Context: an optimization exercise on an open-source flow, tuned for small area, a short achievable clock period and few clock cycles. The choices shown serve that exercise and are no tape-out recipe.
Power and IR drop assume default switching activity.

==> trial 50 <==
Design zedmd_scaler, start of the top module:
module zedmd_scaler (
    input  wire        clk,
    input  wire        rst,
    input  wire        start,
    input  wire [15:0] cfg_lw,
    input  wire [15:0] cfg_lh,
    input  wire [15:0] cfg_nw,
    input  wire [15:0] cfg_nh,
    input  wire        cfg_aus,
    input  wire        cfg_ads,
    input  wire        cfg_rgb,
    output wire        busy,
    output wire        done,
    output reg  [2:0]  mode,
    output reg         geom_err,
    output wire        rd_req,
    output reg  [13:0] rd_addr,
    input  wire        rd_ready,
    input  wire [23:0] rd_data,
    output wire        wr_en,
    output wire [13:0] wr_addr,
    output reg  [23:0] wr_data,
    input  wire        wr_ready
);
    localparam P_ZTOP = 4'd0;    
    localparam P_SPAN = 4'd1;    
    localparam P_GAP  = 4'd2;    
    localparam P_GAPL = 4'd3;    
    localparam P_BOT  = 4'd4;    
    localparam P_MT   = 4'd5;    
    localparam P_MB   = 4'd6;    
    localparam P_G    = 4'd7;    
    localparam P_GE   = 4'd8;    
    localparam P_PRE1 = 4'd9;    
    localparam P_PRE2 = 4'd10;   
    localparam P_PRE3 = 4'd11;   
    localparam P_FIN  = 4'd12;
    localparam P_HW   = 4'd13;   
    localparam O_NOP = 4'd0;
    localparam O_ZR  = 4'd1;     
  ...
Settings: LEC_CHECK=0, CAP_MARGIN=20, CORE_MARGIN=2, CORE_UTILIZATION=60, PLACE_DENSITY=0.7, SETUP_SLACK_MARGIN=5, SLEW_MARGIN=20; clock period 9.5 ns.
standard.sh (not shown) runs the stock make flow with config.mk's settings and CLKGATE_MAP_FILE= SYNTH_SCRIPT=/design/flow/synth_recipe.tcl, a recipe that flattens the netlist after the stock synthesis.
==> flow/flow/run.sh <==
#!/bin/bash
export BUFFER_PORTS_ARGS="-buffer_cell sky130_fd_sc_hd__buf_1"
bash standard.sh SETUP_SLACK_MARGIN=6 finish > standard.log 2>&1
==> trial 24: changes against trial 50 <==
==> flow/flow/run.sh (replaced) <==
#!/bin/bash
bash standard.sh SETUP_SLACK_MARGIN=6 finish > standard.log 2>&1
==> impl.org <==
** Timing
- Tightest Pin Transition :: 1.065 ns

** Run status
- The run finished with no timing, DRC or antenna violations.

** Worst setup path
- Of all nets on the critical path, the largest fanout is 8.

** Routing
- After detailed routing, the total wire length is 77830 µm.
[end of results for trial 50]
==> impl.org <==
** Run status
- Status :: finished clean

** Timing
- At the pin with the least slew margin, the transition time is 1.120 ns.

** Routing
- Final Routed Wirelength :: 80610 µm

** Worst setup path
- Largest fanout on the critical path :: 6
[end of results for trial 24]
No functional check of the RTL was part of any run of this note.

========
==> run a <==
zedmd_scaler, a different RTL version from the one above (not shown whole).
Settings: LEC_CHECK=0, CAP_MARGIN=20, CORE_MARGIN=2, CORE_UTILIZATION=40, PLACE_DENSITY=0.6, SETUP_SLACK_MARGIN=5, SLEW_MARGIN=20; clock period 9.5 ns.
==> flow/flow/run.sh <==
#!/bin/bash
export BUFFER_PORTS_ARGS="-buffer_cell sky130_fd_sc_hd__buf_4"
bash standard.sh > standard.log 2>&1
==> run b (differences from run a) <==
--- a/flow/design.v
+++ b/flow/design.v
@@ -140,102 +140,64 @@
     localparam T_B  = 3'd3;      
     localparam T_D  = 3'd4;      
     localparam T_H  = 3'd5;      
     localparam T_Q  = 3'd6;      
     function [13:0] f_inc(input [13:0] a);
         integer i;
-        reg c;
         begin
-            c = 1'b1;
-            for (i = 0; i < 14; i = i + 1) begin
-                f_inc[i] = a[i] ^ c;
-                c = c & a[i];
-            end
+            for (i = 0; i < 14; i = i + 1)
+                f_inc[i] = a[i] ^ ((a & ((14'd1 << i) - 14'd1)) == ((14'd1 << i) - 14'd1));
         end
     endfunction
     function [13:0] f_dec(input [13:0] a);
         integer i;
-        reg b;
-        begin
-            b = 1'b1;
-            for (i = 0; i < 14; i = i + 1) begin
-                f_dec[i] = a[i] ^ b;
-                b = b & !a[i];
-            end
-        end
-    endfunction
-    function [13:0] f_add(input [13:0] a, input [13:0] b);
-        integer i;
-        reg c;
         begin
-            c = 1'b0;
-            for (i = 0; i < 14; i = i + 1) begin
-                f_add[i] = a[i] ^ b[i] ^ c;
-                c = (a[i] & b[i]) | (c & (a[i] ^ b[i]));
-            end
-        end
-    endfunction
-    function [17:0] f_sub(input [17:0] a, input [17:0] b);
-        integer i;
-        reg c;
-        begin
-            c = 1'b1;
-            for (i = 0; i < 18; i = i + 1) begin
-                f_sub[i] = a[i] ^ !b[i] ^ c;
-                c = (a[i] & !b[i]) | (c & (a[i] ^ !b[i]));
-            end
-        end
-    endfunction
-    function f_gt(input [13:0] a, input [13:0] b);
-        integer i;
-        reg g;
-        begin
-            g = 1'b0;
             for (i = 0; i < 14; i = i + 1)
-                g = (a[i] & !b[i]) | (!(a[i] ^ b[i]) & g);
-            f_gt = g;
+                f_dec[i] = a[i] ^ ((a & ((14'd1 << i) - 14'd1)) == 14'd0);
         end
     endfunction
-    reg s_idle, s_init1, s_init2, s_run, s_done;
-    reg [14:0] lw, lh, nw, nh;
-    reg        aus, ads, rgb;
+    reg s_idle, s_init, s_run, s_done;
+    reg [15:0] cw, ch;
+    reg [14:0] nw, nh;
+    reg        rgb;
     reg        half, dbl;
     wire [2:0] sel_mode;
     wire [5:0] sel_xoff;
     wire [4:0] sel_yoff;
     wire       sel_geom_ok;
     zedmd_mode_sel u_mode_sel (
-        .aus(aus), .ads(ads),
-        .lw({1'b0, lw}), .lh({1'b0, lh}), .nw({1'b0, nw}), .nh({1'b0, nh}),
+        .aus(cfg_aus), .ads(cfg_ads),
+        .lw(cfg_lw), .lh(cfg_lh), .nw(cfg_nw), .nh(cfg_nh),
         .mode(sel_mode), .xoff(sel_xoff), .yoff(sel_yoff),
         .geom_ok(sel_geom_ok)
     );
+    wire sel_half = (sel_mode == 3'd2) || (sel_mode == 3'd5);
+    wire sel_dbl  = (sel_mode == 3'd4) || (sel_mode == 3'd6);
     wire m1 = (mode == 3'd1);
     wire m2 = (mode == 3'd2);
     wire m3 = (mode == 3'd3);
     wire m4 = (mode == 3'd4);
     wire m7 = (mode == 3'd7);
     wire [5:0] xoff = m1 ? 6'd32 : m2 ? 6'd16 : 6'd0;
-    wire [14:0] units = half ? {1'b0, lw[14:1]} : lw;    
-    wire [14:0] rows  = half ? {1'b0, lh[14:1]} : lh;    
-    wire [16:0] cwn   = half ? {3'b0, lw[14:1]} : dbl ? {1'b0, lw, 1'b0} : {2'b0, lw};
-    wire [16:0] chn   = half ? {3'b0, lh[14:1]} : dbl ? {1'b0, lh, 1'b0} : {2'b0, lh};
-    wire [17:0] gap_w = f_sub({3'b0, nw}, {1'b0, cwn});        
-    wire [17:0] hgt_w = f_sub({3'b0, nh}, {1'b0, chn});        
+    wire [14:0] units = dbl ? cw[15:1] : cw[14:0];       
+    wire [14:0] rows  = dbl ? ch[15:1] : ch[14:0];       
+    wire [13:0] lw14  = half ? {cw[12:0], 1'b0} : cw[14:1];    
+    wire [17:0] gap_w = {3'b0, nw} - {2'b0, cw};         
+    wire [17:0] hgt_w = {3'b0, nh} - {2'b0, ch};         
     wire        w_ok  = !gap_w[17] && (!m2 || gap_w[16:4] != 13'd0);
     wire        h_ok  = !hgt_w[17];
     wire        geom_ok = m7 ? (gap_w == 18'd0 && hgt_w == 18'd0) : (w_ok && h_ok);
-    wire [13:0] bmarg = m3 ? 14'd8 : m4 ? 14'd16 : hgt_w[13:0];    
+    wire [7:0]  bmarg_w = m3 ? 8'd8 : m4 ? 8'd16 : hgt_w[7:0];    
     wire [13:0] top_len = m4 ? {nw[9:0], 4'd0}
                         : m3 ? {nw[10:0], 3'd0}
                         : (rows != 15'd0) ? {8'd0, xoff} : 14'd0;
-    wire        gap_zero = (gap_w[13:0] == 14'd0);
-    wire        gapl_zero = (gap_w[13:0] == {8'd0, xoff});
-    wire        bm_zero  = (bmarg == 14'd0);
+    reg  [13:0] gap;
+    reg  [7:0]  bmarg;
+    reg         gap_zero, gapl_zero, bm_zero;
     wire accept = (s_idle || s_done) && start;
-    assign busy = s_init1 || s_init2 || s_run;
+    assign busy = s_init || s_run;
     assign done = s_done;
     wire fire = s_run && rd_ready && wr_ready;
     reg [3:0]  ph;
     reg [1:0]  sub;
     reg [13:0] cnt;       
     reg [13:0] rcnt;      
@@ -283,30 +245,30 @@
     reg [13:0] cnt_n, rcnt_n, p0_n, p1_n, p2_n;
     reg        pp_n, frow_n, y0_n;
     always @(*) begin
         ph_n = ph; sub_n = sub; cnt_n = cnt; rcnt_n = rcnt;
         p0_n = p0; p1_n = p1; p2_n = p2;
         pp_n = pp; frow_n = frow; y0_n = y0;
-        if (s_init2) begin
+        if (s_init) begin
             sub_n  = 2'd0;
             p0_n   = 14'd0;
             p1_n   = 14'd0;
-            p2_n   = (rows == 15'd1) ? 14'd0 : lw[13:0];
+            p2_n   = (rows == 15'd1) ? 14'd0 : lw14;
             pp_n   = 1'b0;
             frow_n = 1'b1;
             y0_n   = 1'b1;
             rcnt_n = rows[13:0];
             if (!geom_ok)
                 ph_n = P_FIN;
             else if (top_len != 14'd0) begin
                 ph_n  = P_ZTOP;
                 cnt_n = top_len;
             end else if (rows == 15'd0) begin
                 ph_n   = P_BOT;          
                 cnt_n  = nw[13:0];
-                rcnt_n = bmarg;
+                rcnt_n = {6'd0, bmarg_w};
             end else begin
                 ph_n  = dbl ? P_G : P_SPAN;
                 cnt_n = units[13:0];
             end
         end else begin
             case (ph)
@@ -326,13 +288,13 @@
                 end
                 P_GAPL: begin
                     cnt_n = cnt_dec;
                     if (cnt == (m1 ? 14'd33 : m2 ? 14'd17 : 14'd1)) begin
                         ph_n   = bm_zero ? P_FIN : P_BOT;
                         cnt_n  = nw[13:0];
-                        rcnt_n = bmarg;
+                        rcnt_n = {6'd0, bmarg};
                     end
                 end
                 P_BOT: begin
                     cnt_n = cnt_dec;
                     if (c_last) begin
                         cnt_n  = nw[13:0];
@@ -341,13 +303,13 @@
                     end
                 end
                 P_MT: begin
                     cnt_n = cnt_dec;
                     if (c_last) begin
                         ph_n  = P_MB;
-                        cnt_n = gap_w[13:0];
+                        cnt_n = gap;
                     end
                 end
                 P_MB: begin
                     cnt_n = cnt_dec;
                     if (c_last) ph_n = r_more ? P_G : P_GE;
                 end
@@ -363,13 +325,13 @@
                         if (rcnt == 14'd2) p2_n = inc;
                     end
                 end
                 P_GE: begin
                     ph_n   = bm_zero ? P_FIN : P_BOT;
                     cnt_n  = nw[13:0];
-                    rcnt_n = bmarg;
+                    rcnt_n = {6'd0, bmarg};
                 end
                 P_PRE1: begin
                     if (c_more) p1_n = inc;
                     ph_n = P_PRE2;
                 end
                 P_PRE2: begin
@@ -390,24 +352,24 @@
                             2'd2: if (!c_last) p0_n = inc;
                             default: begin
                                 if (cnt[13:2] != 12'd0) p1_n = inc;    
                                 if (c_last) begin
                                     if (!gap_zero) begin
                                         ph_n  = P_MT;
-                                        cnt_n = gap_w[13:0];
+                                        cnt_n = gap;
                                     end else
                                         ph_n = r_more ? P_G : P_GE;
                                 end else
                                     cnt_n = cnt_dec;
                             end
                         endcase
                     end else begin
                         if (half) begin
                             sub_n = sub + 2'd1;
                             case (sub)
-                                2'd0: begin p0_n = inc; p1_n = f_add(p0, lw[13:0]); end
+                                2'd0: begin p0_n = inc; p1_n = p0 + lw14; end
                                 2'd1: p1_n = inc;
                                 2'd2: p0_n = inc;
                                 default: if (c_last) p0_n = inc;    
                             endcase
                         end else begin
                             p0_n = inc;
@@ -417,21 +379,21 @@
                             if (c_last) begin
                                 cnt_n = units[13:0];
                                 if (r_more) begin
                                     rcnt_n = rcnt_dec;
                                     if (!gap_zero) begin
                                         ph_n  = P_GAP;
-                                        cnt_n = gap_w[13:0];
+                                        cnt_n = gap;
                                     end
                                 end else if (!gapl_zero) begin
                                     ph_n  = P_GAPL;
-                                    cnt_n = gap_w[13:0];
+                                    cnt_n = gap;
                                 end else begin
                                     ph_n   = bm_zero ? P_FIN : P_BOT;
                                     cnt_n  = nw[13:0];
-                                    rcnt_n = bmarg;
+                                    rcnt_n = {6'd0, bmarg};
                                 end
                             end else
                                 cnt_n = cnt_dec;
                         end
                     end
                 end
@@ -474,65 +436,63 @@
                     rtag_n = pp_n ? T_F : T_E;
                 end
             end
             default: ;
         endcase
     end
-    wire hs_left = f_gt(cnt, m2 ? 14'd48 : 14'd64);
-    wire hs_top  = f_gt(rcnt, lh[14:2]);
+    wire hs_left = (cnt > (m2 ? 14'd48 : 14'd64));
+    wire hs_top  = (rcnt > ch[14:1]);
     reg [3:0] dl1;
     reg       w_en, w_wb, w_zr, w_g, w_rot;
     reg       w_e, w_f, w_tl, w_bl, w_tr, w_br;
     function is_wr(input [3:0] op);
         is_wr = (op != O_NOP) && (op != O_ROT) && (op != O_G);
     endfunction
     always @(posedge clk) begin
         if (rst) begin
             s_idle   <= 1'b1;
-            s_init1  <= 1'b0;
-            s_init2  <= 1'b0;
+            s_init   <= 1'b0;
             s_run    <= 1'b0;
             s_done   <= 1'b0;
             mode     <= 3'd0;
             geom_err <= 1'b0;
         end else begin
             if (accept) begin
-                lw      <= cfg_lw[14:0];
-                lh      <= cfg_lh[14:0];
-                nw      <= cfg_nw[14:0];
-                nh      <= cfg_nh[14:0];
-                aus     <= cfg_aus;
-                ads     <= cfg_ads;
-                rgb     <= cfg_rgb;
+                mode <= sel_mode;
+                half <= sel_half;
+                dbl  <= sel_dbl;
+                cw   <= sel_half ? {1'b0, cfg_lw[15:1]} : sel_dbl ? {cfg_lw[14:0], 1'b0} : cfg_lw;
+                ch   <= sel_half ? {1'b0, cfg_lh[15:1]} : sel_dbl ? {cfg_lh[14:0], 1'b0} : cfg_lh;
+                nw   <= cfg_nw[14:0];
+                nh   <= cfg_nh[14:0];
+                rgb  <= cfg_rgb;
             end
             if (s_idle || s_done) begin
-                s_idle  <= !accept;
-                s_done  <= 1'b0;
-                s_init1 <= accept;
-            end
-            if (s_init1) begin
-                mode    <= sel_mode;
-                half    <= (sel_mode == 3'd2) || (sel_mode == 3'd5);
-                dbl     <= (sel_mode == 3'd4) || (sel_mode == 3'd6);
-                s_init1 <= 1'b0;
-                s_init2 <= 1'b1;
-            end
-            if (s_init2) begin
+                s_idle <= !accept;
+                s_done <= 1'b0;
+                s_init <= accept;
+            end
+            if (s_init) begin
+                gap       <= gap_w[13:0];
+                bmarg     <= bmarg_w;
+                gap_zero  <= (gap_w[13:0] == 14'd0);
+                gapl_zero <= (gap_w[13:0] == {8'd0, xoff});
+                bm_zero   <= (bmarg_w == 8'd0);
                 geom_err <= !geom_ok;
-                s_init2  <= 1'b0;
+                s_init   <= 1'b0;
                 s_run    <= geom_ok;
                 s_done   <= !geom_ok;
             end
             if (fire && ph == P_FIN && !is_wr(dl1)) begin
                 s_run  <= 1'b0;
                 s_done <= 1'b1;
             end
         end
     end
     always @(posedge clk) begin
-        if (s_init2 || fire) begin
+        if (s_init || fire) begin
             ph   <= ph_n;
             sub  <= sub_n;
             cnt  <= cnt_n;
             rcnt <= rcnt_n;
             p0   <= p0_n;
             p1   <= p1_n;
@@ -542,21 +502,21 @@
             y0   <= y0_n;
             rs   <= rs_n;
             rtag <= rtag_n;
         end
     end
     always @(posedge clk) begin
-        if (rst || s_init2) begin
+        if (rst || s_init) begin
             rq    <= 1'b0;
             dl1   <= O_NOP;
             w_en  <= 1'b0;
             w_zr  <= 1'b0;
             w_g   <= 1'b0;
             w_rot <= 1'b0;
         end
-        if (s_init2 && !rst)
+        if (s_init && !rst)
             rq <= rq_n;
         if (fire && !rst) begin
             rq    <= rq_n;
             dl1   <= la_op;
             w_en  <= is_wr(dl1);
             w_wb  <= (dl1 == O_ZB) || (dl1 == O_BL) || (dl1 == O_BR);
@@ -645,19 +605,19 @@
     wire sel_e = w_e || (w_tl && !csel[0]) || (w_bl && !csel[1])
                      || (w_tr && !csel[2]) || (w_br && !csel[3]);
     always @(*) begin
         wr_data = ({24{sel_d}} & pd) | ({24{sel_e}} & pe) | ({24{sel_f}} & pf);
     end
     always @(posedge clk) begin
-        if (s_init2) begin
+        if (s_init) begin
             wt <= 14'd0;
             wb <= 14'd0;
         end else if (fire) begin
             if (w_g) begin
                 wt <= wb;
-                wb <= f_add(wb, nw[13:0]);
+                wb <= wb + nw[13:0];
             end else if (w_en) begin
                 if (!w_wb || w_zr) wt <= winc;
                 if (w_wb || w_zr)  wb <= winc;
             end
         end
     end
==> run c (differences from run a) <==
==> flow/run.sh (new file) <==
#!/bin/bash
# synth_recipe.tcl (not shown) runs the flow's synth.tcl, then flattens the netlist and writes it again
# the make line also repeats each setting of config.mk as NAME=value (left out here)
make -C /OpenROAD-flow-scripts/flow DESIGN_CONFIG=/design/flow/config.mk WORK_HOME=/design/flow/orfs CLKGATE_MAP_FILE= SYNTH_SCRIPT=/design/flow/synth_recipe.tcl finish
removed: flow/flow/run.sh
removed: flow/standard.sh
==> notes.md <==
Core utilization: run c > run a > run b.
Between run b and run a, the lower combinational power is in run a (gap 27%, measured against run a).
Between run c and run b, the lower cell count is in run c (gap about 9%, measured against run b).
Setup slack: run c < run a < run b.
Between run b and run c, the lower maximum frequency is in run c (gap 83%, measured against run c).
Against run c, the count of clock-buffer cells in the layout of run a is higher by 4.
The highest worst hold slack belongs to run b, the lowest to run a.
The lowest clock power belongs to run a, the highest to run b.
Function was not checked in any run of this note: the RTL went through the layout flow alone.

afterwards: timing with drivers on the ports:
The results above use ideal ports. As a check the final layouts listed here were re-extracted and re-timed, cells and wires unchanged.
Step 1 assumes that a clkbuf_16 drives the clock port and a buf_2 every other input.
Step 2 adds t to the input delays and takes it off the output delays; t is the mean of the earliest and latest rising clock arrival at the registers after step 1. Input paths then give back, and output paths get back, about the clock's delay inside the block.
Slacks: ideal / step 1 / step 2; pairs: ideal / step 1.
| run | t, ns | slack for setup (ns) | latest minus earliest clock arrival (ns) |
|---|---|---|---|
| trial 50 | 0.635 | 5.651 / 5.591 / 5.387 | 0.021 / 0.021 |
| trial 24 | 0.631 | 5.574 / 5.516 / 5.388 | 0.022 / 0.022 |
| run a | 0.643 | 0.625 / 0.625 / 0.625 | 0.025 / 0.025 |
| run b | 0.641 | 4.566 / 4.566 / 4.318 | 0.039 / 0.039 |
| run c | 0.645 | 0.483 / 0.483 / 0.483 | 0.036 / 0.037 |
After both steps every run listed still meets setup and hold. For trial 50, which loses most, drivers alone change the setup slack by -0.060 ns; drivers and shift together by -0.264 ns.
